Source: an optimization exercise on an open RTL-to-GDS flow (aim: small area, a short achievable clock period and few clock cycles). Production flows keep margins and buffers that such runs may drop.
Where RTL was checked, it was by simulation tests only, not by an equivalence proof against the original.
Only the layout flow was run in run 7; the RTL was not checked for function there.
Power figures rest on the tool's default switching activity, not on a simulated workload.

<file path="design.v">
module pluto_rx_step (
    input  wire [15:0] blk,
    output wire [2:0]  mis
);
    localparam [15:0] P16 = 16'hB4E5;
    wire [15:0] e = blk ^ P16;
    integer k;
    reg [4:0] s;
    always @* begin
        s = 5'd0;
        for (k = 0; k < 16; k = k + 1)
            s = s + {4'd0, e[k]};
    end
    assign mis = (s > 5'd7) ? 3'd7 : s[2:0];
endmodule
module pluto_rx (
    input  wire        clk,
    input  wire        rst,
    input  wire        cmd_valid,
    output wire        cmd_ready,
    input  wire [7:0]  cmd,
    input  wire        in_valid,
    output wire        in_ready,
    input  wire [7:0]  in_data,
    input  wire [3:0]  in_nbits,
    input  wire        in_last,
    output reg         out_valid,
    output reg  [7:0]  out_byte,
    output reg         rsp_valid,
    output wire [3:0]  rsp_status,
    output reg  [2:0]  rsp_sub,
    output reg  [31:0] rsp_value
);
    localparam [1:0] OP_CRC = 2'd0, OP_DEC = 2'd1, OP_FIND = 2'd2, OP_ILL = 2'd3;
    localparam [1:0] ST_OK = 2'd0, ST_NONE = 2'd1, ST_ILLEGAL = 2'd2;
    localparam [31:0] MAX_LEN = 32'd50_000_000;
    function [31:0] crc_byte(input [31:0] c, input [7:0] d);
        integer k;
        reg [31:0] r;
        begin
            r = c ^ {24'd0, d};
            for (k = 0; k < 8; k = k + 1)
                r = r[0] ? ((r >> 1) ^ 32'hEDB88320) : (r >> 1);
            crc_byte = r;
        end
    endfunction
    function [2:0] sadd(input [2:0] a, input [2:0] b);
        reg [3:0] s;
        begin
            s = {1'b0, a} + {1'b0, b};
            sadd = s[3] ? 3'd7 : s[2:0];
        end
    endfunction
    function maj(input a, input b, input c);
        maj = (a & b) | (a & c) | (b & c);
    endfunction
    genvar gi;
    integer li;
    reg        phase;               
    reg [1:0]  op, rate;            
    reg [7:0]  X;                   
    reg [7:0]  mm;                  
    reg        t0_beat, t0_last, t0_cmd, t0_ill;
    assign cmd_ready = ~phase;
    assign in_ready  = phase;
    wire cmd_fire  = cmd_valid & ~phase;
    wire in_fire   = in_valid & phase;
    wire cmd_crc   = (cmd == 8'h40);
    wire cmd_dec   = (cmd[7:2] == 6'b1000_00);
    wire cmd_find  = (cmd == 8'h90);
    wire cmd_legal = cmd_crc | cmd_dec | cmd_find;
    always @(posedge clk) begin
        if (rst) begin
            phase   <= 1'b0;
            t0_beat <= 1'b0;
            t0_cmd  <= 1'b0;
            t0_ill  <= 1'b0;
        end else begin
            t0_beat <= in_fire;
            t0_cmd  <= cmd_fire & cmd_legal;
            t0_ill  <= cmd_fire & ~cmd_legal;
            if (cmd_fire & cmd_legal)
                phase <= 1'b1;
            else if (in_fire & in_last)
                phase <= 1'b0;
        end
        if (cmd_fire) begin
            op   <= cmd_crc ? OP_CRC : (cmd_dec ? OP_DEC : OP_FIND);
            rate <= cmd[1:0];
        end
        X       <= in_data;
        t0_last <= in_last;
        if (!in_last) mm <= 8'hFF;
        else case (in_nbits)
            4'd0: mm <= 8'h00; 4'd1: mm <= 8'h01; 4'd2: mm <= 8'h03; 4'd3: mm <= 8'h07;
            4'd4: mm <= 8'h0F; 4'd5: mm <= 8'h1F; 4'd6: mm <= 8'h3F; 4'd7: mm <= 8'h7F;
            default: mm <= 8'hFF;
        endcase
    end
    reg  [11:0] bc;                 
    reg  [78:0] W;                  
    reg  [25:0] Q;
    reg  [1:0]  ph;
    reg         lenbad;
    reg  [1:0]  gp;                 
    reg  [1:0]  cy;                 
    wire is_dec  = (op == OP_DEC);
    wire is_find = (op == OP_FIND);
    wire is_crc  = (op == OP_CRC);
    wire hdr_lt8 = (bc[11:3] == 9'd0);
    wire [86:0] V = {W, X};
    wire x0 = X[7], x1 = X[6], x2 = X[5], x3 = X[4];
    wire x4 = X[3], x5 = X[2], x6 = X[1], x7 = X[0];
    reg [8:0] rm;
    always @* begin
        rm = 9'h1FF;
        if (Q[25:2] == 24'd0) begin
            case ({rate, Q[1:0], ph})
            {2'd0, 2'd1, 2'd1}: rm = 9'h0FF;
            {2'd1, 2'd1, 2'd2}: rm = 9'h0FF;
            {2'd1, 2'd1, 2'd3}: rm = 9'h000;
            {2'd2, 2'd1, 2'd1}: rm = 9'h00F;
            {2'd2, 2'd1, 2'd2}: rm = 9'h000;
            {2'd2, 2'd1, 2'd3}: rm = 9'h000;
            {2'd2, 2'd2, 2'd2}: rm = 9'h0FF;
            {2'd2, 2'd2, 2'd3}: rm = 9'h000;
            {2'd3, 2'd1, 2'd1}: rm = 9'h007;
            {2'd3, 2'd1, 2'd2}: rm = 9'h000;
            {2'd3, 2'd1, 2'd3}: rm = 9'h000;
            {2'd3, 2'd2, 2'd2}: rm = 9'h03F;
            {2'd3, 2'd2, 2'd3}: rm = 9'h000;
            {2'd3, 2'd3, 2'd3}: rm = 9'h0FF;
            default: rm = 9'h1FF;
            endcase
            if (Q[1:0] == 2'd0) rm = 9'h000;
        end
    end
    wire        pay  = t0_beat & is_dec & ~hdr_lt8 & ~lenbad;
    wire [7:0]  vm   = pay ? (mm & rm[7:0]) : 8'h00;
    wire        paydone = ((rm & ~{1'b0, mm}) == 9'd0);
    reg         gend;               
    always @* begin
        case (rate)
        2'd0:    gend = (ph == 2'd1);
        2'd3:    gend = (ph == 2'd3);
        default: gend = (ph == 2'd2);
        endcase
    end
    wire [25:0] Q_d  = Q - {24'd0, (rate == 2'd3) ? 2'd3 : (rate == 2'd2 ? 2'd2 : 2'd1)};
    reg [5:0] dd, vj;
    always @* begin
        case (rate)
        2'd0: begin
            dd = {x0 | x1, x2 | x3, x4 | x5, x6 | x7, 2'b00};
            vj = {vm[1], vm[3], vm[5], vm[7], 2'b00};
        end
        2'd1: case (gp)
            2'd0: begin
                dd = {maj(x0, x1, x2), maj(x3, x4, x5), 4'b0000};
                vj = {vm[2], vm[5], 4'b0000};
            end
            2'd1: begin
                dd = {maj(cy[0], x0, x1), maj(x2, x3, x4), maj(x5, x6, x7), 3'b000};
                vj = {vm[1], vm[4], vm[7], 3'b000};
            end
            default: begin
                dd = {maj(cy[1], cy[0], x0), maj(x1, x2, x3), maj(x4, x5, x6), 3'b000};
                vj = {vm[0], vm[3], vm[6], 3'b000};
            end
            endcase
        2'd2: case (gp)
            2'd0: begin
                dd = {x0, x1, x3, x4, x6, x7};
                vj = {vm[0], vm[1], vm[3], vm[4], vm[6], vm[7]};
            end
            2'd1: begin
                dd = {x0, x2, x3, x5, x6, 1'b0};
                vj = {vm[0], vm[2], vm[3], vm[5], vm[6], 1'b0};
            end
            default: begin
                dd = {x1, x2, x4, x5, x7, 1'b0};
                vj = {vm[1], vm[2], vm[4], vm[5], vm[7], 1'b0};
            end
            endcase
        default: begin
            dd = {x0, x1, x2, x4, x5, x6};
            vj = {vm[0], vm[1], vm[2], vm[4], vm[5], vm[6]};
        end
        endcase
    end
    wire [23:0] Snew;
    wire [7:0]  lane_ok;
    generate
        for (gi = 0; gi < 8; gi = gi + 1) begin : g_lane
            pluto_rx_step u_blk (.blk(V[86-gi -: 16]), .mis(Snew[3*gi +: 3]));
            assign lane_ok[gi] = mm[gi] &&
                ((bc >= 12'd16) || (bc == 12'd15 && gi == 7)) &&
                ((bc <= 12'd3764) || (bc == 12'd3765 && gi <= 6));
        end
    endgenerate
    reg        t1_cmd, t1_end, t1_beat, t1_dec, t1_bv;
    reg [1:0]  t1_op, t1_sub;
    reg [7:0]  t1_x;                
    reg [5:0]  t1_vj;
    reg [23:0] t1_s;
    reg [7:0]  t1_lv;
    always @(posedge clk) begin
        if (rst) begin
            t1_cmd  <= 1'b0;
            t1_end  <= 1'b0;
            t1_beat <= 1'b0;
        end else begin
            t1_cmd  <= t0_cmd;
            t1_end  <= t0_ill | (t0_beat & t0_last);
            t1_beat <= t0_beat;
        end
        t1_op  <= t0_ill ? OP_ILL : op;
        if (hdr_lt8 && (bc[2:0] != 3'd7 || !mm[7])) t1_sub <= 2'd1;
        else if (lenbad)                            t1_sub <= 2'd2;
        else if (hdr_lt8 || !paydone)               t1_sub <= 2'd3;
        else                                        t1_sub <= 2'd0;
        t1_dec <= is_dec;
        t1_bv  <= is_crc & mm[7];
        t1_x   <= is_dec ? {dd, 2'b00} : X;
        t1_vj  <= vj;
        t1_s   <= Snew;
        t1_lv  <= (t0_beat && is_find) ? lane_ok : 8'd0;
        if (t0_cmd) begin
            bc <= 12'd0;
            gp <= 2'd0;
        end else if (t0_beat) begin
            if (bc != 12'hFFF) bc <= bc + 12'd1;
            if (!(is_dec && !hdr_lt8)) W <= V[78:0];
            if (is_dec && bc == 12'd4) begin
                lenbad <= (W[31:0] == 32'd0) || (W[31:0] > MAX_LEN);
                Q      <= W[25:0];
                ph     <= 2'd0;
            end
            if (pay) begin
                if (rm[0]) begin
                    ph <= gend ? 2'd0 : ph + 2'd1;
                    if (gend) Q <= Q_d;
                end
                gp <= (rate[1] == rate[0]) ? 2'd0 :
                      (gp == 2'd0 ? 2'd2 : (gp == 2'd2 ? 2'd1 : 2'd0));
                cy <= {x6, x7};
            end
        end
    end
    reg  [7:1]  cur;                
    reg  [2:0]  accn;               
    reg  [23:0] U1, U2, U3, U4;
    reg  [5:0]  C5, C6;
    wire [5:0]  vj2  = t1_dec ? t1_vj : 6'd0;
    wire [2:0]  k    = {vj2[2], (vj2[4] & ~vj2[2]) | vj2[0],
                        (vj2[5] & ~vj2[4]) | (vj2[3] & ~vj2[2]) | (vj2[1] & ~vj2[0])};
    wire [5:0]  ddm  = t1_x[7:2] & vj2;
    wire [15:0] B    = {cur, 9'd0} | ({ddm, 10'd0} >> accn);
    reg         emit;
    always @* begin
        case (accn)
        3'd2: emit = vj2[0];
        3'd3: emit = vj2[1];
        3'd4: emit = vj2[2];
        3'd5: emit = vj2[3];
        3'd6: emit = vj2[4];
        3'd7: emit = vj2[5];
        default: emit = 1'b0;
        endcase
    end
    reg [23:0] U3n, U5n;
    reg [5:0]  C5n;
    reg [2:0]  ci, cv, s6, pd, pi;
    always @* begin
        ci = 3'd0; cv = 3'd0;
        for (li = 0; li < 8; li = li + 1) begin
            U3n[3*li +: 3] = sadd(U2[3*li +: 3], t1_s[3*li +: 3]);
            U5n[3*li +: 3] = sadd(U4[3*li +: 3], t1_s[3*li +: 3]);
            if (U5n[3*li +: 3] != 3'd7) begin
                ci = ci | li[2:0];
                cv = cv | U5n[3*li +: 3];
            end
        end
        C5n = (U5n == 24'hFFFFFF) ? {3'd0, 3'd7} : {ci, cv};
        s6  = t1_s[3*C6[5:3] +: 3];
        pi  = C6[5:3];
        pd  = sadd(s6, C6[2:0]);
        if (!t1_lv[pi]) pd = 3'd7;
    end
    reg        t2_cmd, t2_end, t2_bv;
    reg [1:0]  t2_op, t2_sub;
    reg [2:0]  bestd;               
    reg [14:0] bestoff;             
    reg        stop;
    always @(posedge clk) begin
        if (rst) begin
            t2_cmd    <= 1'b0;
            t2_end    <= 1'b0;
            t2_bv     <= 1'b0;
            out_valid <= 1'b0;
        end else begin
            t2_cmd    <= t1_cmd;
            t2_end    <= t1_end;
            t2_bv     <= t1_beat & (t1_bv | emit);
            out_valid <= t1_beat & emit;
        end
        t2_op    <= t1_op;
        t2_sub   <= t1_sub;
        out_byte <= t1_dec ? B[15:8] : t1_x;
        if (t2_cmd) begin
            bestd <= 3'd7;
            stop  <= 1'b0;
        end else if (!stop) begin
            if (pd < bestd) begin
                bestd   <= pd;
                bestoff <= {bc, pi};
            end
            if (pd <= 3'd2) stop <= 1'b1;
        end
        if (t1_cmd) begin
            cur  <= 7'd0;
            accn <= 3'd0;
        end else if (t1_beat) begin
            U1 <= t1_s; U2 <= U1; U3 <= U3n; U4 <= U3; C5 <= C5n; C6 <= C5;
            if (t1_dec) begin
                cur  <= emit ? B[7:1] : B[15:9];
                accn <= accn + k;
            end
        end
    end
    reg [31:0] crc;
    reg        t3_end;
    reg [1:0]  t3_op, t3_sub;
    reg         crcok;              
    wire [31:0] crc_n = crc_byte(crc, out_byte);
    always @(posedge clk) begin
        if (rst) t3_end <= 1'b0;
        else     t3_end <= t2_end;
        t3_op  <= t2_op;
        t3_sub <= t2_sub;
        if (t2_cmd)     crc <= 32'hFFFF_FFFF;
        else if (t2_bv) begin
            crc   <= crc_n;
            crcok <= (~crc_n == W[31:0]);
        end
    end
    reg [1:0] st;
    assign rsp_status = {2'b00, st};
    wire [14:0] off = bestoff - 15'd135;
    always @(posedge clk) begin
        if (rst) rsp_valid <= 1'b0;
        else     rsp_valid <= t3_end;
        case (t3_op)
        OP_CRC: begin
            st <= ST_OK; rsp_sub <= 3'd0; rsp_value <= ~crc;
        end
        OP_DEC: begin
            rsp_value <= 32'd0;
            if (t3_sub != 2'd0) begin
                st <= ST_NONE; rsp_sub <= {1'b0, t3_sub};
            end else if (!crcok) begin
                st <= ST_NONE; rsp_sub <= 3'd6;
            end else begin
                st <= ST_OK; rsp_sub <= 3'd0;
            end
        end
        OP_FIND: begin
            rsp_sub <= 3'd0;
            if (bestd != 3'd7) begin
                st <= ST_OK; rsp_value <= {17'd0, off};
            end else begin
                st <= ST_NONE; rsp_value <= 32'd0;
            end
        end
        default: begin
            st <= ST_ILLEGAL; rsp_sub <= 3'd0; rsp_value <= 32'd0;
        end
        endcase
    end
endmodule
</file>
<file path="flow/run.sh">
#!/bin/bash
# The standard layout (standard.sh), with timing repair aimed at a 3.2 ns
# clock (setup margin 6.8 ns at the 10 ns constraint), plain buf_2 cells as
# the port buffers, and no separate adder-cell mapping in synthesis (ABC maps
# the adders with the rest of the logic). Full tool output is in standard.log.
set -e
bash standard.sh SETUP_SLACK_MARGIN=6.8 ADDER_MAP_FILE= \
    BUFFER_PORTS_ARGS="-buffer_cell sky130_fd_sc_hd__buf_2" finish > standard.log 2>&1
</file>
<file path="constraint.sdc">
create_clock -name core_clock -period 10.0 [get_ports {clk}]
set_input_delay 2.0000 -clock core_clock [delete_from_list [all_inputs] [get_ports {clk}]]
set_output_delay 2.0000 -clock core_clock [all_outputs]
set_load 0.01 [all_outputs]
</file>
<file path="standard.sh">
#!/bin/bash
# synth_recipe.tcl (not shown) runs the flow's synth.tcl, then flattens the netlist and writes it again
# the make line also repeats each setting of config.mk as NAME=value (left out here)
make -C /OpenROAD-flow-scripts/flow DESIGN_CONFIG=/design/flow/config.mk WORK_HOME=/design/flow/orfs CLKGATE_MAP_FILE= SYNTH_SCRIPT=/design/flow/synth_recipe.tcl "${@:-finish}"
</file>
<file path="config.mk">
export PLATFORM = sky130hd
export DESIGN_NAME = pluto_rx
export DESIGN_NICKNAME = pluto_rx
export VERILOG_FILES = /design/flow/design.v
export SDC_FILE = /design/flow/constraint.sdc
export NUM_CORES = 4
export LEC_CHECK = 0
export ABC_AREA = 1
export CAP_MARGIN = 20
export CORE_MARGIN = 2
export CORE_UTILIZATION = 72
export CTS_CLUSTER_DIAMETER = 90
export CTS_CLUSTER_SIZE = 24
export SLEW_MARGIN = 20
</file>
==> flow_metrics.env, run 1 <==
export IMPL_status="complete, no violations"
export IMPL_cp_end_kind="output pin"
export IMPL_startpoint_type="flop"
export IMPL_track_usage=0.342
export IMPL_floorplan_die_area_um2=32700
export IMPL_timing_rr_start="op[1]"
export IMPL_synth_common_cells="nand2_1 (758), inv_1 (311), nor2_1 (266), edfxtp_1 (238), dfxtp_1 (195)"
export IMPL_cp_max_fo=3
export IMPL_io_pins=76
export IMPL_overflow=0
export IMPL_vias=19800
export IMPL_path_buf_inv=1
export IMPL_clkSinkCount=433
export IMPL_synth_edf_count=238
export IMPL_arrival_ns=1.19
export IMPL_synth_flop_cell="edfxtp_1"
export IMPL_die_w_um=181
export IMPL_drc=0
export IMPL_nets=2909
export IMPL_gp_congestion=0.935
export IMPL_clkTransAtPathRegs_ns=0.09
export IMPL_routedWlPerCell_um=17.5
export IMPL_synth_area_leaders="edfxtp_1 (32%), dfxtp_1 (17%), nand2_1 (13%), inv_1 (5.2%), nor2_1 (4.4%)"
export IMPL_ant_nets=0
export IMPL_ir_worst_vdd_mv=0.154
export IMPL_worstReg2RegEnd="Q[8]"
export IMPL_clock_skew_ns=0.0215
export IMPL_cap_violations=0
export IMPL_yosysTopAreaCell="edfxtp_1"
export IMPL_synth_cell_area_um2=22500
export IMPL_yosysTopAreaCellShare=0.318
export IMPL_yosysMostFrequentCell="nand2_1"
export IMPL_start_util=0.733
export IMPL_path_class="flop to output pin"
export IMPL_clock_latency_ns=0.57
export IMPL_core_area_um2=30700
export IMPL_cp_slowest_stage_delay_ns=0.46
export IMPL_drt_pass1_iterations=6
export IMPL_r2r_setup_slack_ns=6.95
export IMPL_cts_tree="yes"
export IMPL_synth_distinct_cells=70
export IMPL_worst_pin_slew_ns=1.11
export IMPL_dp_hpwl_um=40900
export IMPL_setup_ws_ns=6.81
export IMPL_grt_max_degree=87
export IMPL_wl_met3_um=4790
export IMPL_seq_area_frac_synth=0.491
export IMPL_std_cell_rows=64
export IMPL_antenna_found_initial=0
export IMPL_avgSynthCellArea_um2=8.06
export IMPL_postCtsHoldBufs=0
export IMPL_cp_cell_sequence="buf_2"
export IMPL_p_leak_nw=11.0
export IMPL_r2r_cells=12
export IMPL_async_flop_share=0
export IMPL_layout_drive_gt1_share=0.100
export IMPL_hp_class="flop to flop"
export IMPL_slew_headroom=0.259
export IMPL_clk_path_buf_depth=3
export IMPL_io_buffers=73
export IMPL_cp_slowest_cell="dfxtp_1"
export IMPL_worstHoldStart="t1_op[1]"
export IMPL_routed_top_layer="met4"
export IMPL_synth_warnings=2
export IMPL_cts_root_buf="clkbuf_16"
export IMPL_areaGrowthSynthToFinish_pct=7.73
export IMPL_min_delay_path_depth=0
export IMPL_slew_viol_final=0
export IMPL_grt_pass1_wl_um=90800
export IMPL_ys_seq_elements=433
export IMPL_diodes=0
export IMPL_drtIter0Drc=2146
export IMPL_fin_crit_ns=3.19
export IMPL_setup_viol=0
export IMPL_hold_end="t2_op[1]"
export IMPL_wl_met1_um=21900
export IMPL_post_place_ws_ns=6.23
export IMPL_fp_dieH_um=181
export IMPL_wirelength_um=57700
export IMPL_grt_pass1_vias=18400
export IMPL_wl_met2_um=28600
export IMPL_hold_viol=0
export IMPL_min_period_over_period=0.319
export IMPL_rsz0062_at_grt="false"
export IMPL_ctsHtreeMaxLevel=1
export IMPL_viasPerCell=6.00
export IMPL_p_per_area_nw_per_um2=138
export IMPL_cp_top_family="flip-flops"
export IMPL_cts_buffers=22
export IMPL_clock_fmax_ghz=0.314
export IMPL_synth_cells=2791
export IMPL_setup_tns_final_ns=0
export IMPL_worstPathRequired_ns=8.00
==> logic make-up after synthesis <==
| logic type | count (synthesis) | share of synthesized area |
|---|---|---|
| AO/OA/AOI/OAI | 440 | 0.112 |
| XOR/XNOR | 133 | 0.0568 |
| adder cells (fa/ha/maj) | 1 | 0.000445 |
| buffers and inverters | 386 | 0.0671 |
| flip-flops | 433 | 0.491 |
| other | 1 | 0.000167 |
| AND/OR/NAND/NOR | 1397 | 0.272 |
==> through the flow <==
step / instance area, µm² / hold WS [ns] / util / cells / total power, W
2_1_floorplan: 22500 / 0.310 / - / 2792 / 0.00226
3_3_place_gp: 23200 / 0.310 / 0.756 / 3214 / 0.00235
3_5_place_dp: 23200 / 0.314 / 0.756 / 3214 / 0.00237
4_1_cts: 23900 / 0.335 / 0.780 / 3258 / 0.00334
5_1_grt: 24200 / 0.339 / 0.790 / 3293 / 0.00344
6_report: 24200 / 0.335 / 0.790 / 3293 / 0.00335
==> cells in the final DEF, fill, tap and decap left out, types with 35 or more instances in the layout <==
master    instances
nand3_2          35
buf_4            45
nand3_1         181
nand2_1         758
xor2_1           90
inv_1           309
buf_2            73
edfxtp_1        238
dfxtp_1         189
o21ai_0         165
a21oi_1         149
nor2_1          260
==> repair_timing <==
item,CTS,global route
gates resized for setup,10,14
pin swaps,0,1
setup endpoints to repair,46,58
cloned,1,1
setup buffers,6,34
==> cell type report <==
type / instances / area, µm²
clock inverters: 3 / 41.3
clock buffers: 34 / 617
flip-flops and latches: 433 / 11100
repair buffers: 120 / 728
fillers: 2087 / 6440
multi-input cells: 1973 / 10000
well taps: 396 / 495
repair inverters: 2 / 12.5
inverters: 332 / 1270
==> power breakdown <==
part	total [W]	internal, W	switching (W)
sequential	0.00195	0.00190	0.0000508
combinational	0.000392	0.000142	0.000250
clock	0.00100	0.000436	0.000568
total	0.00335	0.00248	0.000868
==> registers in the layout (all words and copies together), names as in the netlist, 8 cells and up <==
signal / flops
mm: 8
t1_s: 24
crc: 32
out_byte: 8
bc: 12
U3: 24
Q: 26
X: 8
bestoff: 15
U1: 24
t1_lv: 8
U4: 24
U2: 24
rsp_value: 32
t1_x: 8
W: 79
==> worst max-delay path by stage <==
| stage | depth (start not counted) | to | slack, ns | startpoint |
|---|---|---|---|---|
| final | 1 | out_byte[3] | 6.81 | out_byte[3] |
| after global routing | 12 | Q[15] | 6.75 | op[1] |
| after CTS | 1 | out_byte[6] | 6.80 | out_byte[6] |
| after detailed placement | 14 | bestoff[8] | 6.23 | C6[3] |
| after global placement | 14 | bestoff[7] | 6.45 | C6[3] |
| after floorplan | 5 | W[0] | 6.86 | bc[6] |
==> per-layer routing <==
| layer | GRT usage | up-vias |
|---|---|---|
| met1 | 0.429 | 9113 |
| met2 | 0.605 | 988 |
| met4 | 0.126 | 0 |
| met3 | 0.0437 | 220 |
| met5 | 0 | - |
| li1 | - | 9430 |
Testbench counts, summed over its fixed seeds: cycles 38,315.
==> run 2: changes to the inputs <==
--- a/config.mk
+++ b/config.mk
@@ -10,3 +10,3 @@
 export CORE_MARGIN = 2
-export CORE_UTILIZATION = 72
+export CORE_UTILIZATION = 55
 export CTS_CLUSTER_DIAMETER = 90
==> run 2 against run 1 <==
Effect of this change: utilization is 19 points lower; clock power is 9% higher; wire length is 0.18% higher; first-iteration DRC count is 32% lower; register-to-register slack better by 0.11 ns; final area is 1.0% higher; hold slack worse by 0.0030 ns; synthesized area stayed put; largest power group unchanged.
==> flow_metrics.env, run 2 <==
export IMPL_status="complete, no violations"
export IMPL_grt_max_degree=80
export IMPL_floorplan_die_area_um2=42500
export IMPL_clock_fmax_ghz=0.315
export IMPL_cp_cell_sequence="buf_2"
export IMPL_fin_hold_ws_ns=0.332
export IMPL_worstHoldStart="t1_op[1]"
export IMPL_setup_tns_final_ns=0
export IMPL_io_pins=76
export IMPL_min_period_over_period=0.318
export IMPL_yosysTopAreaCellShare=0.318
export IMPL_cts_buffers=24
export IMPL_drc=0
export IMPL_regMostFlops="W"
export IMPL_die_w_um=206
export IMPL_io_buffers=73
export IMPL_gp_congestion=0.913
export IMPL_async_flop_share=0
export IMPL_wirelength_um=57800
export IMPL_cap_violations=0
export IMPL_clock_latency_ns=0.59
export IMPL_setup_viol=0
export IMPL_reg_top3="W x79, crc x32, rsp_value x32"
export IMPL_p_leak_nw=11.1
export IMPL_viasPerCell=5.50
export IMPL_hp_class="flop to flop"
export IMPL_dp_hpwl_um=42700
export IMPL_drt_pass1_iterations=6
export IMPL_core_area_um2=40600
export IMPL_cp_end_kind="output pin"
export IMPL_clkTransAtPathRegs_ns=0.09
export IMPL_min_delay_path_depth=0
export IMPL_antenna_found_initial=0
export IMPL_std_cell_rows=74
export IMPL_grt_pass1_vias=17600
export IMPL_ir_worst_vdd_mv=0.117
export IMPL_synth_common_cells="nand2_1 (758), inv_1 (311), nor2_1 (266), edfxtp_1 (238), dfxtp_1 (195)"
export IMPL_placed_cell_area_um2=23400
export IMPL_path_class="flop to output pin"
export IMPL_ctsHtreeMaxLevel=1
export IMPL_timing_rr_start="rate[1]"
export IMPL_yosysTopAreaCell="edfxtp_1"
export IMPL_synth_warnings=2
export IMPL_ant_nets=0
export IMPL_r2r_setup_slack_ns=7.06
export IMPL_hold_viol=0
export IMPL_vias=18900
export IMPL_path_buf_inv=1
export IMPL_layout_drive_gt1_share=0.0996
export IMPL_layout_common_cells="nand2_1 (757), inv_1 (310), nor2_1 (261), edfxtp_1 (238), dfxtp_1 (187)"
export IMPL_diodes=0
export IMPL_arrival_ns=1.18
export IMPL_rsz0062_at_grt="false"
export IMPL_areaGrowthSynthToFinish_pct=8.83
export IMPL_synth_area_leaders="edfxtp_1 (32%), dfxtp_1 (17%), nand2_1 (13%), inv_1 (5.2%), nor2_1 (4.4%)"
export IMPL_drtIter0Drc=1455
export IMPL_startpoint_type="flop"
export IMPL_worst_pin_slew_ns=1.04
export IMPL_cp_max_fo=3
export IMPL_cp_top_family="flip-flops"
export IMPL_ys_seq_elements=433
export IMPL_critical_path_depth=1
export IMPL_nets=2908
export IMPL_yosysMostFrequentCell="nand2_1"
export IMPL_postCtsHoldBufs=0
export IMPL_overflow=0
export IMPL_synth_cell_area_um2=22500
export IMPL_fin_crit_ns=3.18
export IMPL_largest_reg_flops=79
export IMPL_total_power_w=0.00343
export IMPL_cp_slowest_stage_delay_ns=0.43
export IMPL_p_per_area_nw_per_um2=140
export IMPL_synth_edf_count=238
export IMPL_synth_distinct_cells=70
export IMPL_stdcell_area_um2=24500
export IMPL_cp_slowest_cell="dfxtp_1"
export IMPL_cts_root_buf="clkbuf_16"
export IMPL_clk_path_buf_depth=3
export IMPL_avgSynthCellArea_um2=8.06
export IMPL_slew_headroom=0.307
export IMPL_fp_dieH_um=206
export IMPL_worstPathRequired_ns=8.00
export IMPL_synth_flop_cell="edfxtp_1"
export IMPL_hold_end="t2_op[1]"
export IMPL_seq_area_frac_synth=0.491
export IMPL_clkSinkCount=433
export IMPL_slew_viol_final=0
export IMPL_routedWlPerCell_um=16.8
export IMPL_grt_pass1_wl_um=90200
export IMPL_start_util=0.555
export IMPL_clock_skew_ns=0.0336
export IMPL_regArea_um2=11100
export IMPL_track_usage=0.270
export IMPL_multi_input_area_um2=9980
export IMPL_worstReg2RegEnd="Q[25]"
export IMPL_synth_cells=2791
export IMPL_layout_commonest_cell="nand2_1"
export IMPL_fillCellCount=3607
export IMPL_cts_tree="yes"
export IMPL_r2r_cells=20
## run 2: cell counts after synthesis
Identical to the previous run, type by type.
## run 2: routing by layer
metal	part of all wire	global-route usage	vias up	wire (µm)
li1	-	-	9439	-
met1	0.43	0.351	8796	24900
met2	0.48	0.465	526	27600
met3	0.050	0.0273	121	2890
met4	0.042	0.106	0	2440
met5	0	0	-	0
## run 2: worst max-delay path by stage
stage	start	end	slack, ns
6_report	out_byte[4]	out_byte[4]	6.82
5_1_grt	W[62]	t1_s[7]	6.79
4_1_cts	W[65]	t1_s[3]	6.78
3_5_place_dp	C6[3]	bestoff[7]	6.19
3_3_place_gp	C6[3]	bestoff[5]	6.35
2_1_floorplan	bc[6]	W[0]	6.86
## run 2: timing repair
item | in CTS | in global routing
setup endpoints to repair | 56 | 53
gates resized for setup | 15 | 7
pin swaps | 0 | 2
cloned | 1 | 0
setup buffers | 3 | 34
## run 2: cells by family after synthesis
group                    after synthesis  share of synthesized area
XOR/XNOR                             133                     0.0568
AO/OA/AOI/OAI                        440                      0.112
buffers and inverters                386                     0.0671
AND/OR/NAND/NOR                     1397                      0.272
adder cells (fa/ha/maj)                1                   0.000445
flip-flops                           433                      0.491
other                                  1                   0.000167
## run 2: area by class of cell
type                       instances  area share
timing repair buffer             118      0.0297
clock inverter                     8     0.00383
tap                              532      0.0272
inverter                         332      0.0518
sequential                       433       0.452
clock buffer                      36      0.0272
multi-input combinational       1973       0.408
timing repair inverter             1    0.000307
## run 2: report_power, final
part | switching [W] | leakage [nW] | total (W) | internal [W]
logic | 0.000246 | 6.95 | 0.000389 | 0.000142
clock network | 0.000607 | 0.366 | 0.00109 | 0.000485
registers | 0.0000516 | 3.73 | 0.00195 | 0.00190
total | 0.000905 | 11.1 | 0.00343 | 0.00253
## run 2: through the flow
stage	setup WS [ns]	util	cells
after global routing	6.79	0.604	3433
after CTS	6.78	0.596	3399
final	6.82	0.604	3433
after floorplan	6.86	-	2792
after detailed placement	6.19	0.576	3351
after global placement	6.35	0.576	3351
==> run 3: changes to the inputs <==
==> flow/run.sh (replaced) <==
#!/bin/bash
# The standard layout (standard.sh), with timing repair aimed at a 3.1 ns
# clock (setup margin 6.9 ns at the 10 ns constraint), plain buf_2 cells as
# the port buffers, and no separate adder-cell mapping in synthesis (ABC maps
# the adders with the rest of the logic). Full tool output is in standard.log.
set -e
bash standard.sh SETUP_SLACK_MARGIN=6.9 ADDER_MAP_FILE= \
    BUFFER_PORTS_ARGS="-buffer_cell sky130_fd_sc_hd__buf_2" finish > standard.log 2>&1
--- a/config.mk
+++ b/config.mk
@@ -10,3 +10,3 @@
 export CORE_MARGIN = 2
-export CORE_UTILIZATION = 55
+export CORE_UTILIZATION = 65
 export CTS_CLUSTER_DIAMETER = 90
==> run 3 against run 2 <==
Effect of this change: utilization is 11 points higher; synthesized cell count stayed put; highest routed layer unchanged; global-route usage is 4.2 points higher; largest cell class unchanged.
==> flow_metrics.env, run 3 <==
export IMPL_cap_violations=0
export IMPL_synthSimpleGateAreaFrac=0.272
export IMPL_slew_viol_final=0
export IMPL_antenna_found_initial=0
export IMPL_regArea_um2=11100
export IMPL_p_sw_w=0.000860
export IMPL_postCtsHoldBufs=0
export IMPL_grt_pass1_vias=17900
export IMPL_fin_hold_ws_ns=0.333
export IMPL_vias=19200
export IMPL_seq_area_frac_synth=0.491
export IMPL_clock_skew_ns=0.0346
export IMPL_reg_top3="W x79, crc x32, rsp_value x32"
export IMPL_ir_worst_vdd_mv=0.158
export IMPL_p_int_w=0.00247
export IMPL_start_util=0.656
export IMPL_stdcell_area_um2=24400
export IMPL_clock_latency_ns=0.57
export IMPL_rsz0062_at_grt="true"
export IMPL_clkSinkCount=433
export IMPL_track_usage=0.312
export IMPL_layout_common_cells="nand2_1 (758), inv_1 (307), nor2_1 (258), edfxtp_1 (238), nand3_1 (183)"
export IMPL_wirelength_um=57400
export IMPL_setup_viol=0
export IMPL_ys_seq_elements=433
export IMPL_synth_area_leaders="edfxtp_1 (32%), dfxtp_1 (17%), nand2_1 (13%), inv_1 (5.2%), nor2_1 (4.4%)"
export IMPL_multi_input_area_um2=10000
export IMPL_synth_top_family_by_area="simple AND/OR/NAND/NOR gates"
export IMPL_yosysTopAreaCellShare=0.318
export IMPL_cts_tree="yes"
export IMPL_cts_root_buf="clkbuf_16"
export IMPL_synth_common_cells="nand2_1 (758), inv_1 (311), nor2_1 (266), edfxtp_1 (238), dfxtp_1 (195)"
export IMPL_synth_edf_count=238
export IMPL_nets=2918
export IMPL_overflow=0
export IMPL_clkPwrFrac=0.297
export IMPL_cp_slowest_cell="dfxtp_2"
export IMPL_seqPwrFrac=0.584
export IMPL_layout_commonest_cell="nand2_1"
export IMPL_worstPathRequired_ns=8.00
export IMPL_hp_class="flop to flop"
export IMPL_min_period_over_period=0.307
export IMPL_die_w_um=190
export IMPL_clkTransAtPathRegs_ns=0.09
export IMPL_cp_cell_sequence="inv_2 -> buf_6"
export IMPL_ant_nets=0
export IMPL_p_leak_nw=11.1
export IMPL_p_per_area_nw_per_um2=136
export IMPL_core_area_um2=34300
export IMPL_layout_drive_gt1_share=0.109
export IMPL_drtIter0Drc=1722
export IMPL_slew_headroom=0.322
export IMPL_cp_max_fo=3
export IMPL_synthMuxAreaShare=0
export IMPL_clk_path_buf_depth=3
export IMPL_regMostFlops="W"
export IMPL_cp_end_kind="output pin"
export IMPL_gp_congestion=0.948
export IMPL_synth_distinct_cells=70
export IMPL_io_buffers=73
export IMPL_setup_ws_ns=6.93
export IMPL_grt_pass1_wl_um=90000
export IMPL_clock_fmax_ghz=0.326
export IMPL_post_place_ws_ns=6.18
export IMPL_synth_warnings=2
export IMPL_std_cell_rows=68
export IMPL_viasPerCell=5.70
export IMPL_synthAdderAreaFrac=0.000445
export IMPL_synth_compound_area_frac=0.112
export IMPL_fin_crit_ns=3.07
export IMPL_dp_hpwl_um=41700
export IMPL_areaGrowthSynthToFinish_pct=8.61
export IMPL_async_flop_share=0
export IMPL_avgSynthCellArea_um2=8.06
export IMPL_swShare=0.258
export IMPL_hold_viol=0
export IMPL_drc=0
export IMPL_routedWlPerCell_um=17.1
export IMPL_drt_pass1_iterations=6
export IMPL_startpoint_type="flop"
export IMPL_diodes=0
export IMPL_floorplan_die_area_um2=36100
export IMPL_comb_power_share=0.118
export IMPL_cts_buffers=22
export IMPL_grt_max_degree=80
export IMPL_placed_cell_area_um2=23300
export IMPL_path_class="flop to output pin"
export IMPL_ctsHtreeMaxLevel=1
export IMPL_fp_dieH_um=190
export IMPL_synth_flop_cell="edfxtp_1"
export IMPL_arrival_ns=1.07
export IMPL_cp_slowest_stage_delay_ns=0.36
export IMPL_largest_reg_flops=79
export IMPL_status="complete, no violations"
export IMPL_yosysTopAreaCell="edfxtp_1"
export IMPL_synth_cells=2791
export IMPL_synth_cell_area_um2=22500
export IMPL_setup_tns_final_ns=0
export IMPL_fillCellCount=2685
export IMPL_worst_pin_slew_ns=1.02
export IMPL_yosysMostFrequentCell="nand2_1"
export IMPL_io_pins=76
export IMPL_synth_xor_area_frac=0.0568
[run 3: repair_timing]
item,CTS,global route
gates cloned,1,0
resized for setup,32,16
buffers inserted,17,33
pin swaps,0,2
setup endpoints to repair,69,64
[run 3: path summary, 6_finish.rpt]
kind              from         to  slack (ns)  cells after the start
max reg2reg    rate[0]      Q[14]        7.09                     13
min          t2_sub[0]  t3_sub[0]        0.33                      0
max              phase  cmd_ready        6.93                      2
min reg2reg  t2_sub[0]  t3_sub[0]        0.33                      0
[run 3: power by group through the flow]
stage | Sequential, W | Clock [W] | Combinational [W]
finish | 0.00195 | 0.000991 | 0.000394
global route | 0.00195 | 0.00106 | 0.000428
CTS | 0.00195 | 0.00100 | 0.000385
detailed placement | 0.00199 | 0 | 0.000374
floorplan | 0.00197 | 0 | 0.000286
global placement | 0.00199 | 0 | 0.000368
[run 3: cell families after synthesis]
logic type,count (synthesis)
flip-flops,433
other,1
AND/OR/NAND/NOR,1397
adder cells (fa/ha/maj),1
AO/OA/AOI/OAI,440
XOR/XNOR,133
buffers and inverters,386
[run 3: metrics by stage]
step	util	cells	total power, W
floorplan	-	2792	0.00226
global placement	0.678	3272	0.00236
detailed placement	0.678	3273	0.00236
CTS	0.703	3331	0.00334
global route	0.712	3364	0.00344
finish	0.712	3364	0.00333
[run 3: per-layer routing]
layer  part of all wire  vias to the layer above  global-route usage
met2               0.50                      667               0.558
met3              0.060                      123              0.0304
met1               0.41                     8922               0.396
li1                   -                     9456                   -
met4              0.033                        0               0.107
met5                  0                        -                   0
[run 3: final cells by class]
type,count,area share
Sequential cell,433,0.454
Multi-Input combinational cell,1973,0.410
Inverter,332,0.0520
Timing Repair Buffer,130,0.0340
Clock buffer,36,0.0247
Tap cell,455,0.0233
Clock inverter,4,0.00179
Timing Repair inverter,1,0.000307
[run 3: critical path, delay by kind of cell, from the launching register on]
kind,cells,cell delay (ns)
buffers and inverters,2,0.16
flip-flops,1,0.36
==> run 4: changes to the inputs <==
--- a/design.v
+++ b/design.v
@@ -6,10 +6,20 @@
     wire [15:0] e = blk ^ P16;
-    integer k;
-    reg [4:0] s;
-    always @* begin
-        s = 5'd0;
-        for (k = 0; k < 16; k = k + 1)
-            s = s + {4'd0, e[k]};
-    end
-    assign mis = (s > 5'd7) ? 3'd7 : s[2:0];
+    function [1:0] fa(input a, input b, input c);    
+        fa = {(a & b) | (a & c) | (b & c), a ^ b ^ c};
+    endfunction
+    wire [1:0] f0 = fa(e[0],  e[1],  e[2]);
+    wire [1:0] f1 = fa(e[3],  e[4],  e[5]);
+    wire [1:0] f2 = fa(e[6],  e[7],  e[8]);
+    wire [1:0] f3 = fa(e[9],  e[10], e[11]);
+    wire [1:0] f4 = fa(e[12], e[13], e[14]);
+    wire [1:0] g0 = fa(f0[0], f1[0], f2[0]);
+    wire [1:0] g1 = fa(f3[0], f4[0], e[15]);
+    wire [1:0] h0 = fa(g0[0], g1[0], 1'b0);
+    wire [1:0] k0 = fa(f0[1], f1[1], f2[1]);
+    wire [1:0] k1 = fa(f3[1], f4[1], g0[1]);
+    wire [1:0] k2 = fa(g1[1], h0[1], 1'b0);
+    wire [1:0] m0 = fa(k0[0], k1[0], k2[0]);
+    wire [1:0] n0 = fa(k0[1], k1[1], k2[1]);
+    wire [1:0] p0 = fa(n0[0], m0[1], 1'b0);
+    assign mis = (n0[1] | p0[1]) ? 3'd7 : {p0[0], m0[0], h0[0]};
 endmodule
==> run 4 against run 3 <==
Effect of this change: register-to-register slack better by 0.10 ns; hold slack better by 0.00053 ns; wire length is 7.3% lower; global-route usage is 1.2 points lower; clock skew is 0.014 ns lower; final area is 4.3% lower; maximum frequency is 0.11% lower; final cell count is 6.0% lower; clock-buffer cell count is 2 higher.
==> flow_metrics.env, run 4 <==
export IMPL_nets=2730
export IMPL_r2r_setup_slack_ns=7.19
export IMPL_drt_pass1_iterations=5
export IMPL_grtUsageMet1=0.392
export IMPL_floorplan_die_area_um2=34900
export IMPL_viasPerCell=5.65
export IMPL_yosysTopAreaCellShare=0.329
export IMPL_total_power_w=0.00331
export IMPL_cts_buffers=22
export IMPL_synth_cells=2632
export IMPL_cp_end_kind="output pin"
export IMPL_clkSinkCount=433
export IMPL_regArea_um2=11100
export IMPL_synth_flop_cell="edfxtp_1"
export IMPL_diodes=0
export IMPL_ant_nets=0
export IMPL_dp_hpwl_um=39700
export IMPL_slew_viol_final=0
export IMPL_wirelength_um=53200
export IMPL_fp_dieH_um=187
export IMPL_startpoint_type="flop"
export IMPL_clkTransAtPathRegs_ns=0.09
export IMPL_gr_usage_met2=0.526
export IMPL_multi_input_area_um2=9220
export IMPL_synth_edf_count=238
export IMPL_worstPathRequired_ns=8.00
export IMPL_fillCellCount=2628
export IMPL_seq_area_frac_synth=0.509
export IMPL_io_buffers=73
export IMPL_largest_reg_flops=79
export IMPL_grt_pass1_wl_um=85000
export IMPL_arrival_ns=1.08
export IMPL_drtIter0Drc=1506
export IMPL_synth_warnings=2
export IMPL_grt_pass1_vias=16700
export IMPL_ctsHtreeMaxLevel=1
export IMPL_use_met3=0.0320
export IMPL_async_flop_share=0
export IMPL_synth_distinct_cells=59
export IMPL_routedWlPerCell_um=16.8
export IMPL_clock_skew_ns=0.0206
export IMPL_synth_area_leaders="edfxtp_1 (33%), dfxtp_1 (18%), nand2_1 (12%), inv_1 (5.5%), xor2_1 (5.0%)"
export IMPL_die_w_um=187
export IMPL_track_usage=0.300
export IMPL_status="complete, no violations"
export IMPL_grt_max_degree=84
export IMPL_post_place_ws_ns=6.43
export IMPL_ys_seq_elements=433
export IMPL_p_leak_nw=10.5
export IMPL_start_util=0.664
export IMPL_std_cell_rows=66
export IMPL_fin_crit_ns=3.08
export IMPL_hp_class="flop to flop"
export IMPL_setup_ws_ns=6.92
export IMPL_slew_headroom=0.309
export IMPL_grt_busiest_layer="met2"
export IMPL_cp_startpoint="phase"
export IMPL_antenna_found_initial=0
export IMPL_reg_top3="W x79, crc x32, rsp_value x32"
export IMPL_worstHoldStart="t1_sub[1]"
export IMPL_cts_root_buf="clkbuf_16"
export IMPL_gp_congestion=0.946
export IMPL_hold_viol=0
export IMPL_timing_rr_start="C6[4]"
export IMPL_yosysTopAreaCell="edfxtp_1"
export IMPL_vias=17900
export IMPL_io_pins=76
export IMPL_cp_max_fo=4
export IMPL_layout_drive_gt1_share=0.0893
export IMPL_synth_cell_area_um2=21700
export IMPL_cts_tree="yes"
export IMPL_core_area_um2=32700
export IMPL_layout_commonest_cell="nand2_1"
export IMPL_regMostFlops="W"
export IMPL_clk_path_buf_depth=3
export IMPL_cap_violations=0
export IMPL_synth_common_cells="nand2_1 (678), inv_1 (317), nor2_1 (261), edfxtp_1 (238), dfxtp_1 (195)"
export IMPL_setup_viol=0
export IMPL_rsz0062_at_grt="true"
export IMPL_worst_pin_slew_ns=1.04
export IMPL_areaGrowthSynthToFinish_pct=7.71
export IMPL_min_period_over_period=0.308
export IMPL_avgSynthCellArea_um2=8.25
export IMPL_postCtsHoldBufs=0
export IMPL_ir_worst_vdd_mv=0.118
export IMPL_clock_latency_ns=0.57
export IMPL_fin_hold_ws_ns=0.334
export IMPL_yosysMostFrequentCell="nand2_1"
export IMPL_layout_common_cells="nand2_1 (677), inv_1 (316), nor2_1 (257), edfxtp_1 (238), dfxtp_1 (176)"
export IMPL_drc=0
export IMPL_setup_tns_final_ns=0
export IMPL_path_class="flop to output pin"
export IMPL_clock_fmax_ghz=0.325
export IMPL_overflow=0
export IMPL_p_per_area_nw_per_um2=142
-- run 4: cell count changes in the layout (fill, tap and decap cells not counted), sizes merged, moves of 8 or more --
cell    delta
a21boi    -11
nand2     -86
o21ai     -14
buf       -37
inv       +13
or2       +15
a21oi     -11
nand3     -68
nand3b     -8
xor2      +47
-- run 4: cells by family (layout without fill, tap and decap cells) --
kind of cell | Yosys count | in the layout | synth area share
simple gates | 1235 | 1236 | 0.240
flops | 433 | 433 | 0.509
compound gates | 396 | 396 | 0.102
buf+inv | 387 | 474 | 0.0685
xor+xnor | 179 | 179 | 0.0796
fa+ha+maj | 1 | 1 | 0.000519
other cells | 1 | 2 | 0.000173
-- run 4: routing by layer --
layer  wire length [µm]  up-vias
met1              21800     8340
met2              26100      664
met3               3650      111
li1                   -     8754
met5                  0        -
met4               1710        0
-- run 4: repair_timing --
action                                  in CTS  in global routing
pin swaps                                    0                  2
endpoints found under the setup margin      49                 41
buffers inserted                             3                 10
gates resized for setup                     24                 10
cloned                                       0                  1
-- run 4: final timing paths --
path | to | cells after the start
max | cmd_ready | 2
min | t2_sub[1] | 0
max reg2reg | bestoff[1] | 13
min reg2reg | t2_sub[1] | 0
-- run 4: metrics by stage --
stage / std cells / instance area [µm²] / utilization
final: 3163 / 23400 / 0.715
after floorplan: 2633 / 21700 / -
after global placement: 3108 / 22500 / 0.688
after CTS: 3152 / 23300 / 0.712
after global routing: 3163 / 23400 / 0.715
after detailed placement: 3109 / 22500 / 0.689
-- run 4: area by class of cell --
type / count / share of cell area
Tap cell: 442 / 0.0236
Sequential cell: 433 / 0.474
Clock buffer: 38 / 0.0279
Multi-Input combinational cell: 1814 / 0.394
Timing Repair Buffer: 93 / 0.0237
Inverter: 341 / 0.0550
Clock inverter: 2 / 0.00107
-- run 4: worst max-delay path, cell delays in order, from the launching register on --
cell,delay [ns]
dfxtp_2,0.37
inv_2,0.04
buf_6,0.11
-- run 4: power breakdown --
group          switching, W  internal (W)  leakage [nW]
clock              0.000570      0.000455         0.324
sequential        0.0000442       0.00190          3.74
combinational      0.000221      0.000123          6.41
Testbench counts of run 4, summed over its fixed seeds: cycles 38,315.
==> run 5: changes to the inputs <==
==> flow/run.sh (replaced) <==
#!/bin/bash
# The standard layout (standard.sh), with timing repair aimed at a 3.2 ns
# clock (setup margin 6.8 ns at the 10 ns constraint), plain buf_2 cells as
# the port buffers, and no separate adder-cell mapping in synthesis (ABC maps
# the adders with the rest of the logic). Full tool output is in standard.log.
set -e
bash standard.sh SETUP_SLACK_MARGIN=6.8 ADDER_MAP_FILE= \
    BUFFER_PORTS_ARGS="-buffer_cell sky130_fd_sc_hd__buf_2" finish > standard.log 2>&1
==> run 5 against run 4 <==
Effect of this change: clock skew up 0.0012 ns; sequential share of layout area about the same; combinational power is 1% lower; register-to-register slack got worse by 0.05 ns; total power is 0.21% lower; die area is the same; synthesized cell count unchanged; wire length down 0.23%; utilization down 0.29 points; via count decreased by 0.45%; first-iteration DRC count increased by 2.7%; final area decreased by 0.40%; critical path type unchanged; highest routed layer unchanged.
==> flow_metrics.env, run 5 <==
export IMPL_status="complete, no violations"
export IMPL_setup_viol=0
export IMPL_io_buffers=73
export IMPL_synth_common_cells="nand2_1 (678), inv_1 (317), nor2_1 (261), edfxtp_1 (238), dfxtp_1 (195)"
export IMPL_gp_congestion=0.946
export IMPL_track_usage=0.300
export IMPL_clock_latency_ns=0.57
export IMPL_worst_pin_slew_ns=1.04
export IMPL_r2r_cells=13
export IMPL_vias=17800
export IMPL_largest_reg_flops=79
export IMPL_worstPathRequired_ns=8.00
export IMPL_start_util=0.664
export IMPL_rsz0062_at_grt="false"
export IMPL_drtIter0Drc=1546
export IMPL_core_area_um2=32700
export IMPL_cp_slowest_cell="dfxtp_2"
export IMPL_dp_hpwl_um=39700
export IMPL_reg_top3="W x79, crc x32, rsp_value x32"
export IMPL_yosysMostFrequentCell="nand2_1"
export IMPL_clock_skew_ns=0.0218
export IMPL_cp_slowest_stage_delay_ns=0.43
export IMPL_async_flop_share=0
export IMPL_areaGrowthSynthToFinish_pct=7.28
export IMPL_die_w_um=187
export IMPL_synth_cell_area_um2=21700
export IMPL_fin_hold_ws_ns=0.333
export IMPL_path_buf_inv=1
export IMPL_clkTransAtPathRegs_ns=0.09
export IMPL_seq_area_frac_synth=0.509
export IMPL_drc=0
export IMPL_worstReg2RegEnd="bestoff[1]"
export IMPL_arrival_ns=1.15
export IMPL_cp_startpoint="out_byte[6]"
export IMPL_hold_viol=0
export IMPL_grt_pass1_wl_um=84900
export IMPL_fp_dieH_um=187
export IMPL_ctsHtreeMaxLevel=1
export IMPL_cp_top_family="flip-flops"
export IMPL_startpoint_type="flop"
export IMPL_cts_tree="yes"
export IMPL_routedWlPerCell_um=16.8
export IMPL_min_delay_path_depth=0
export IMPL_r2r_setup_slack_ns=7.14
export IMPL_synth_edf_count=238
export IMPL_antenna_found_initial=0
export IMPL_clk_path_buf_depth=3
export IMPL_grt_max_degree=84
export IMPL_layout_common_cells="nand2_1 (677), inv_1 (317), nor2_1 (257), edfxtp_1 (238), dfxtp_1 (189)"
export IMPL_cts_buffers=22
export IMPL_cap_violations=0
export IMPL_slew_headroom=0.308
export IMPL_ys_seq_elements=433
export IMPL_std_cell_rows=66
export IMPL_yosysTopAreaCellShare=0.329
export IMPL_clkSinkCount=433
export IMPL_ant_nets=0
export IMPL_wirelength_um=53100
export IMPL_layout_commonest_cell="nand2_1"
export IMPL_synth_cells=2632
export IMPL_synth_flop_cell="edfxtp_1"
export IMPL_timing_rr_start="C6[4]"
export IMPL_drt_pass1_iterations=6
export IMPL_p_per_area_nw_per_um2=142
export IMPL_p_leak_nw=10.4
export IMPL_synth_distinct_cells=59
export IMPL_synth_warnings=2
export IMPL_cts_root_buf="clkbuf_16"
export IMPL_avgSynthCellArea_um2=8.25
export IMPL_worstHoldStart="t1_sub[1]"
export IMPL_cp_max_fo=4
export IMPL_nets=2723
export IMPL_floorplan_die_area_um2=34900
export IMPL_synth_area_leaders="edfxtp_1 (33%), dfxtp_1 (18%), nand2_1 (12%), inv_1 (5.5%), xor2_1 (5.0%)"
export IMPL_io_pins=76
export IMPL_regMostFlops="W"
export IMPL_hold_end="t2_sub[1]"
export IMPL_path_class="flop to output pin"
export IMPL_overflow=0
export IMPL_clock_fmax_ghz=0.317
export IMPL_yosysTopAreaCell="edfxtp_1"
export IMPL_slew_viol_final=0
export IMPL_setup_tns_final_ns=0
export IMPL_grt_pass1_vias=16700
export IMPL_postCtsHoldBufs=0
export IMPL_viasPerCell=5.63
export IMPL_ir_worst_vdd_mv=0.119
export IMPL_fin_crit_ns=3.15
export IMPL_hp_class="flop to flop"
export IMPL_cp_end_kind="output pin"
export IMPL_cp_cell_sequence="buf_2"
export IMPL_layout_drive_gt1_share=0.0814
export IMPL_min_period_over_period=0.315
[run 5: cell counts after synthesis]
No cell type changed its count.
[run 5: cell type report]
cell class	count	area (µm²)
fill	2639	9410
timing repair buffer	86	495
tap	442	553
clock inverter	2	25.0
multi-input combinational	1814	9220
clock buffer	38	653
inverter	341	1280
sequential	433	11100
antenna	1	2.50
[run 5: logic make-up after synthesis]
family	after synthesis	synth area share
buf+inv	387	0.0685
compound gates	396	0.102
fa+ha+maj	1	0.000519
flops	433	0.509
xor+xnor	179	0.0796
other cells	1	0.000173
simple gates	1235	0.240
[run 5: how the worst max path moves through the flow]
stage / to / cells past startpoint
global route: out_byte[4] / 1
global placement: bestoff[12] / 14
detailed placement: bestoff[11] / 14
CTS: out_byte[7] / 1
floorplan: W[0] / 4
finish: out_byte[6] / 1
[run 5: per-stage QoR]
stage,util,instance area (µm²),instances,setup slack (ns),power (W)
3_5_place_dp,0.689,22500,3109,6.43,0.00231
2_1_floorplan,-,21700,2633,6.94,0.00221
5_1_grt,0.712,23300,3156,6.81,0.00342
3_3_place_gp,0.688,22500,3108,6.62,0.00231
4_1_cts,0.710,23200,3149,6.82,0.00331
6_report,0.712,23300,3157,6.85,0.00331
[run 5: routing by layer]
layer  part of all wire  track usage  vias to the layer above
met3              0.066       0.0322                       98
met2               0.49        0.525                      628
li1                   -            -                     8739
met5                  0            0                        -
met1               0.41        0.392                     8323
met4              0.031       0.0946                        0
[run 5: what timing repair did]
action / in CTS / in global routing
pin swaps: 0 / 2
gates cloned: 0 / 1
setup buffers: 0 / 6
gates resized for setup: 7 / 4
setup endpoints to repair: 36 / 30
[run 5: power breakdown]
| part | internal, W | leakage [nW] | total, W | switching [W] |
|---|---|---|---|---|
| Combinational | 0.000121 | 6.38 | 0.000340 | 0.000219 |
| Clock | 0.000455 | 0.324 | 0.00102 | 0.000566 |
| Sequential | 0.00190 | 3.73 | 0.00194 | 0.0000459 |
| Total | 0.00247 | 10.4 | 0.00331 | 0.000831 |
==> run 6: changes to the inputs <==
==> flow/run.sh (replaced) <==
#!/bin/bash
# The standard layout (standard.sh), with timing repair aimed at a 3 ns
# clock (setup margin 7 ns at the 10 ns constraint), plain buf_2 cells as
# the port buffers, and no separate adder-cell mapping in synthesis (ABC maps
# the adders with the rest of the logic). Full tool output is in standard.log.
set -e
bash standard.sh SETUP_SLACK_MARGIN=7 ADDER_MAP_FILE= \
    BUFFER_PORTS_ARGS="-buffer_cell sky130_fd_sc_hd__buf_2" finish > standard.log 2>&1
==> run 6 against run 5 <==
Effect of this change: still clean; utilization grew 0.85 points; final area grew 1.2%; critical path depth grew 1; global-route usage grew 0.14 points; combinational power grew 3%; setup slack gained 0.080 ns; via count grew 1.3%; critical path type unchanged; largest power group unchanged.
==> flow_metrics.env, run 6 <==
export IMPL_status="complete, no violations"
export IMPL_cts_buffers=22
export IMPL_grt_pass1_wl_um=85100
export IMPL_gr_usage_met2=0.532
export IMPL_worst_pin_slew_ns=1.06
export IMPL_p_leak_nw=10.5
export IMPL_hold_viol=0
export IMPL_clkSinkCount=433
export IMPL_layout_drive_gt1_share=0.0940
export IMPL_reg_top3="W x79, crc x32, rsp_value x32"
export IMPL_clkTransAtPathRegs_ns=0.09
export IMPL_areaGrowthSynthToFinish_pct=8.56
export IMPL_floorplan_die_area_um2=34900
export IMPL_vias=18000
export IMPL_async_flop_share=0
export IMPL_diodes=0
export IMPL_cp_end_kind="output pin"
export IMPL_regMostFlops="W"
export IMPL_cp_max_fo=4
export IMPL_std_cell_rows=66
export IMPL_antenna_found_initial=0
export IMPL_cts_root_buf="clkbuf_16"
export IMPL_worstPathRequired_ns=8.00
export IMPL_viasPerCell=5.70
export IMPL_grt_pass1_vias=16900
export IMPL_final_cells=3164
export IMPL_grt_max_degree=84
export IMPL_overflow=0
export IMPL_drt_pass1_iterations=6
export IMPL_setup_viol=0
export IMPL_routedWlPerCell_um=16.8
export IMPL_track_usage=0.301
export IMPL_layout_commonest_cell="nand2_1"
export IMPL_rsz0062_at_grt="true"
export IMPL_start_util=0.664
export IMPL_wirelength_um=53300
export IMPL_ir_worst_vdd_mv=0.129
export IMPL_layout_common_cells="nand2_1 (677), inv_1 (316), nor2_1 (257), edfxtp_1 (238), dfxtp_1 (164)"
export IMPL_p_per_area_nw_per_um2=140
export IMPL_fp_dieH_um=187
export IMPL_grtUsageMet1=0.388
export IMPL_fin_hold_ws_ns=0.334
export IMPL_synth_distinct_cells=59
export IMPL_io_pins=76
export IMPL_synth_warnings=2
export IMPL_grt_busiest_layer="met2"
export IMPL_cts_tree="yes"
export IMPL_clk_path_buf_depth=3
export IMPL_startpoint_type="flop"
export IMPL_ctsHtreeMaxLevel=1
export IMPL_avgSynthCellArea_um2=8.25
export IMPL_clock_latency_ns=0.56
export IMPL_gp_congestion=0.953
export IMPL_synth_flop_cell="edfxtp_1"
export IMPL_yosysMostFrequentCell="nand2_1"
export IMPL_core_area_um2=32700
export IMPL_setup_tns_final_ns=0
export IMPL_die_w_um=187
export IMPL_cap_violations=0
export IMPL_synth_common_cells="nand2_1 (678), inv_1 (317), nor2_1 (261), edfxtp_1 (238), dfxtp_1 (195)"
export IMPL_dp_hpwl_um=39300
export IMPL_ant_nets=0
export IMPL_drtIter0Drc=1691
export IMPL_synth_cell_area_um2=21700
export IMPL_fin_crit_ns=3.07
export IMPL_arrival_ns=1.07
export IMPL_synth_edf_count=238
export IMPL_yosysTopAreaCellShare=0.329
export IMPL_drc=0
export IMPL_min_period_over_period=0.307
export IMPL_postCtsHoldBufs=0
export IMPL_io_buffers=73
export IMPL_path_class="flop to output pin"
export IMPL_hp_class="flop to flop"
export IMPL_seq_area_frac_synth=0.509
export IMPL_yosysTopAreaCell="edfxtp_1"
export IMPL_synth_area_leaders="edfxtp_1 (33%), dfxtp_1 (18%), nand2_1 (12%), inv_1 (5.5%), xor2_1 (5.0%)"
export IMPL_largest_reg_flops=79
export IMPL_ys_seq_elements=433
export IMPL_nets=2731
export IMPL_dp_cells=3107
export IMPL_slew_viol_final=0
export IMPL_clock_skew_ns=0.0177
export IMPL_slew_headroom=0.293
export IMPL_use_met3=0.0305
export IMPL_synth_cells=2632
export IMPL_clock_fmax_ghz=0.325
## run 6: worst paths after layout
path | start | slack (ns) | depth (start not counted) | endpoint
max | phase | 6.93 | 2 | cmd_ready
min | t2_op[1] | 0.33 | 0 | t3_op[1]
max reg2reg | C6[3] | 7.28 | 14 | bestoff[6]
min reg2reg | t2_op[1] | 0.33 | 0 | t3_op[1]
## run 6: critical path: stages, from the launching register on
cell     delay (ns)
dfxtp_2        0.36
inv_2          0.05
buf_6          0.11
## run 6: kinds of logic after synthesis
kind of cell               after synthesis  synth area share
and+or+nand+nor                       1235             0.240
DFF                                    433             0.509
AOI/OAI and AO/OA                      396             0.102
buffers and inverters                  387            0.0685
xor gates and xnor gates               179            0.0796
adders and majority gates                1          0.000519
other                                    1          0.000173
## run 6: layout make-up
cell class | instances | area [µm²]
fill | 2531 | 9130
tap | 442 | 553
sequential | 433 | 11100
clock buffer | 38 | 632
inverter | 341 | 1290
timing repair buffer | 94 | 733
multi-input combinational | 1814 | 9230
clock inverter | 2 | 27.5
## run 6: per-layer routing
metal,wire [µm],vias up
met5,0,-
met4,1630,0
met3,3320,99
met2,26300,664
met1,22000,8514
li1,-,8742
## run 6: repair_timing
action / in CTS / in global routing
setup endpoints to repair: 80 / 160
gates resized for setup: 64 / 15
cloned: 1 / 0
pin swaps: 1 / 2
buffers inserted: 11 / 5
## run 6: stage by stage
| stage | worst slack (ns) | area (µm²) | util | total power (W) |
|---|---|---|---|---|
| 2_1_floorplan | 7.18 | 21700 | - | 0.00221 |
| 3_3_place_gp | 6.59 | 22500 | 0.688 | 0.00231 |
| 3_5_place_dp | 6.43 | 22500 | 0.688 | 0.00231 |
| 4_1_cts | 6.91 | 23500 | 0.718 | 0.00331 |
| 5_1_grt | 6.89 | 23600 | 0.721 | 0.00342 |
| 6_report | 6.93 | 23600 | 0.721 | 0.00330 |
## run 6: report_power, final
| group | switching, W | internal (W) |
|---|---|---|
| clock | 0.000563 | 0.000441 |
| sequential | 0.0000449 | 0.00190 |
| combinational | 0.000220 | 0.000131 |
| total | 0.000828 | 0.00247 |
==> run 7: changes to the inputs <==
--- a/design.v
+++ b/design.v
@@ -69,2 +69,3 @@
     reg        phase;               
+    reg        cmd_rdy;             
     reg [1:0]  op, rate;            
@@ -73,5 +74,5 @@
     reg        t0_beat, t0_last, t0_cmd, t0_ill;
-    assign cmd_ready = ~phase;
+    assign cmd_ready = cmd_rdy;
     assign in_ready  = phase;
-    wire cmd_fire  = cmd_valid & ~phase;
+    wire cmd_fire  = cmd_valid & cmd_rdy;
     wire in_fire   = in_valid & phase;
@@ -84,2 +85,3 @@
             phase   <= 1'b0;
+            cmd_rdy <= 1'b1;
             t0_beat <= 1'b0;
@@ -91,6 +93,9 @@
             t0_ill  <= cmd_fire & ~cmd_legal;
-            if (cmd_fire & cmd_legal)
-                phase <= 1'b1;
-            else if (in_fire & in_last)
-                phase <= 1'b0;
+            if (cmd_fire & cmd_legal) begin
+                phase   <= 1'b1;
+                cmd_rdy <= 1'b0;
+            end else if (in_fire & in_last) begin
+                phase   <= 1'b0;
+                cmd_rdy <= 1'b1;
+            end
         end
==> flow/run.sh (replaced) <==
#!/bin/bash
# The standard layout (standard.sh), with timing repair aimed at a 3.1 ns
# clock (setup margin 6.9 ns at the 10 ns constraint), plain buf_2 cells as
# the port buffers, and no separate adder-cell mapping in synthesis (ABC maps
# the adders with the rest of the logic). Full tool output is in standard.log.
set -e
bash standard.sh SETUP_SLACK_MARGIN=6.9 ADDER_MAP_FILE= \
    BUFFER_PORTS_ARGS="-buffer_cell sky130_fd_sc_hd__buf_2" finish > standard.log 2>&1
==> run 7 against run 6 <==
Effect of this change: via count fell by 2.7%; synthesized cell count rose by 0.42%; clock-buffer cell count down 1; sequential share of layout area rose by 0.53 points; maximum frequency increased by 0.53%; final cell count is 0.16% higher; final area decreased by 1.2%; utilization fell by 0.84 points; wire length decreased by 3.6%; die area about the same.
==> flow_metrics.env, run 7 <==
export IMPL_worstPathRequired_ns=8.00
export IMPL_avgSynthCellArea_um2=8.21
export IMPL_routed_top_layer="met4"
export IMPL_synth_area_leaders="edfxtp_1 (33%), dfxtp_1 (18%), nand2_1 (12%), inv_1 (5.7%), xor2_1 (5.2%)"
export IMPL_synth_common_cells="nand2_1 (682), inv_1 (332), nor2_1 (262), edfxtp_1 (238), dfxtp_1 (196)"
export IMPL_worst_pin_slew_ns=1.05
export IMPL_clock_fmax_ghz=0.327
export IMPL_clkSinkCount=434
export IMPL_start_util=0.663
export IMPL_cp_slowest_cell="dfxtp_2"
export IMPL_vias=17500
export IMPL_synth_cells=2643
export IMPL_cp_end_kind="output pin"
export IMPL_layout_drive_gt1_share=0.0858
export IMPL_cts_buffers=22
export IMPL_arrival_ns=1.06
export IMPL_hp_class="flop to flop"
export IMPL_hold_viol=0
export IMPL_yosysTopAreaCell="edfxtp_1"
export IMPL_wl_met2_um=25600
export IMPL_std_cell_rows=66
export IMPL_synth_flop_cell="edfxtp_1"
export IMPL_cap_violations=0
export IMPL_synth_edf_count=238
export IMPL_async_flop_share=0
export IMPL_path_class="flop to output pin"
export IMPL_placed_cell_area_um2=22500
export IMPL_rsz0062_at_grt="true"
export IMPL_synth_warnings=2
export IMPL_track_usage=0.296
export IMPL_io_buffers=73
export IMPL_p_sw_w=0.000808
export IMPL_drtIter0Drc=1353
export IMPL_slew_viol_final=0
export IMPL_ir_worst_vdd_mv=0.147
export IMPL_status="complete, no violations"
export IMPL_cts_root_buf="clkbuf_16"
export IMPL_regMostFlops="W"
export IMPL_clkPwrFrac=0.307
export IMPL_areaGrowthSynthToFinish_pct=7.41
export IMPL_seqPwrFrac=0.595
export IMPL_synth_cell_area_um2=21700
export IMPL_p_leak_nw=10.6
export IMPL_comb_power_share=0.098
export IMPL_layout_common_cells="nand2_1 (681), inv_1 (332), nor2_1 (258), edfxtp_1 (238), dfxtp_1 (183)"
export IMPL_seq_area_frac_synth=0.510
export IMPL_floorplan_die_area_um2=34800
export IMPL_overflow=0
export IMPL_drt_pass1_iterations=6
export IMPL_ant_nets=0
export IMPL_yosysTopAreaCellShare=0.329
export IMPL_largest_reg_flops=79
export IMPL_diodes=0
export IMPL_dp_hpwl_um=38400
export IMPL_ys_seq_elements=434
export IMPL_layout_commonest_cell="nand2_1"
export IMPL_cp_cell_sequence="buf_6"
export IMPL_slew_headroom=0.302
export IMPL_grt_max_degree=93
export IMPL_wirelength_um=51300
export IMPL_wl_met1_um=20600
export IMPL_synth_distinct_cells=64
export IMPL_clk_path_buf_depth=3
export IMPL_grt_pass1_vias=16900
export IMPL_io_pins=76
export IMPL_clock_skew_ns=0.0262
export IMPL_setup_tns_final_ns=0
export IMPL_clkTransAtPathRegs_ns=0.10
export IMPL_ctsHtreeMaxLevel=1
export IMPL_p_int_w=0.00246
export IMPL_fillCellCount=2602
-- run 7: cell types whose count changed after synthesis, sizes merged, moves of 3 or more --
cell | previous run | this run
nand3b | 4 | 1
a32oi | 1 | 4
a31oi | 15 | 21
nor2 | 267 | 272
nor3 | 32 | 27
or2 | 35 | 40
nor4 | 16 | 10
inv | 338 | 353
o2111ai | 7 | 3
a21o | 6 | 2
xnor2 | 39 | 36
o21ai | 159 | 164
nand3 | 152 | 142
-- run 7: routing by layer --
layer | track usage | up-vias
li1 | - | 8747
met2 | 0.530 | 537
met5 | 0 | -
met3 | 0.0308 | 114
met4 | 0.117 | 0
met1 | 0.367 | 8130
-- run 7: metrics by stage --
stage	worst slack (ns)	hold slack (ns)	cells
after floorplan	6.99	0.310	2644
after global placement	6.51	0.311	3117
after detailed placement	6.63	0.312	3119
after CTS	6.90	0.332	3166
after global routing	6.89	0.342	3169
final	6.94	0.332	3169
-- run 7: timing repair --
| item | in CTS | in global routing |
|---|---|---|
| pin swaps | 0 | 1 |
| buffers inserted | 8 | 3 |
| cloned | 0 | 0 |
| hold buffers | 0 | 0 |
| gates resized for setup | 22 | 4 |
| endpoints found under the setup margin | 32 | 32 |
-- run 7: power by group through the flow --
| stage | Combinational, W | Sequential, W | Clock (W) |
|---|---|---|---|
| global route | 0.000359 | 0.00195 | 0.00108 |
| global placement | 0.000303 | 0.00198 | 0 |
| detailed placement | 0.000308 | 0.00198 | 0 |
| floorplan | 0.000233 | 0.00197 | 0 |
| finish | 0.000321 | 0.00194 | 0.00100 |
| CTS | 0.000316 | 0.00194 | 0.00102 |
-- run 7: layout make-up --
class / count / area [µm²] / area share
Clock inverter: 2 / 27.5 / 0.00118
Multi-Input combinational cell: 1809 / 9120 / 0.391
Timing Repair Buffer: 90 / 523 / 0.0224
Inverter: 355 / 1340 / 0.0576
Clock buffer: 37 / 628 / 0.0270
Tap cell: 442 / 553 / 0.0237
Sequential cell: 434 / 11100 / 0.477
-- run 7: path summary, 6_finish.rpt --
check / cells after the start / endpoint / startpoint / slack (ns)
hold / removal: 0 / t3_sub[0] / t2_sub[0] / 0.33
hold reg to reg: 0 / t3_sub[0] / t2_sub[0] / 0.33
setup / recovery: 1 / rsp_value[11] / rsp_value[11] / 6.94
setup reg to reg: 5 / W[77] / t0_beat / 7.11
-- run 7: logic make-up (layout without fill, tap and decap cells) --
group,Yosys count,in the layout,synth area share
AND/OR/NAND/NOR,1226,1226,0.238
flip-flops,434,434,0.510
AO/OA/AOI/OAI,406,406,0.104
buffers and inverters,401,484,0.0714
XOR/XNOR,175,175,0.0759
other,1,2,0.000173

Setup slack of run 7, layout unchanged: 6.942 ns with ideal ports, 6.889 ns with driving cells assumed (clock clkbuf_16, inputs buf_2), 6.630 ns with port delays also shifted by the 0.602 ns mid clock arrival.
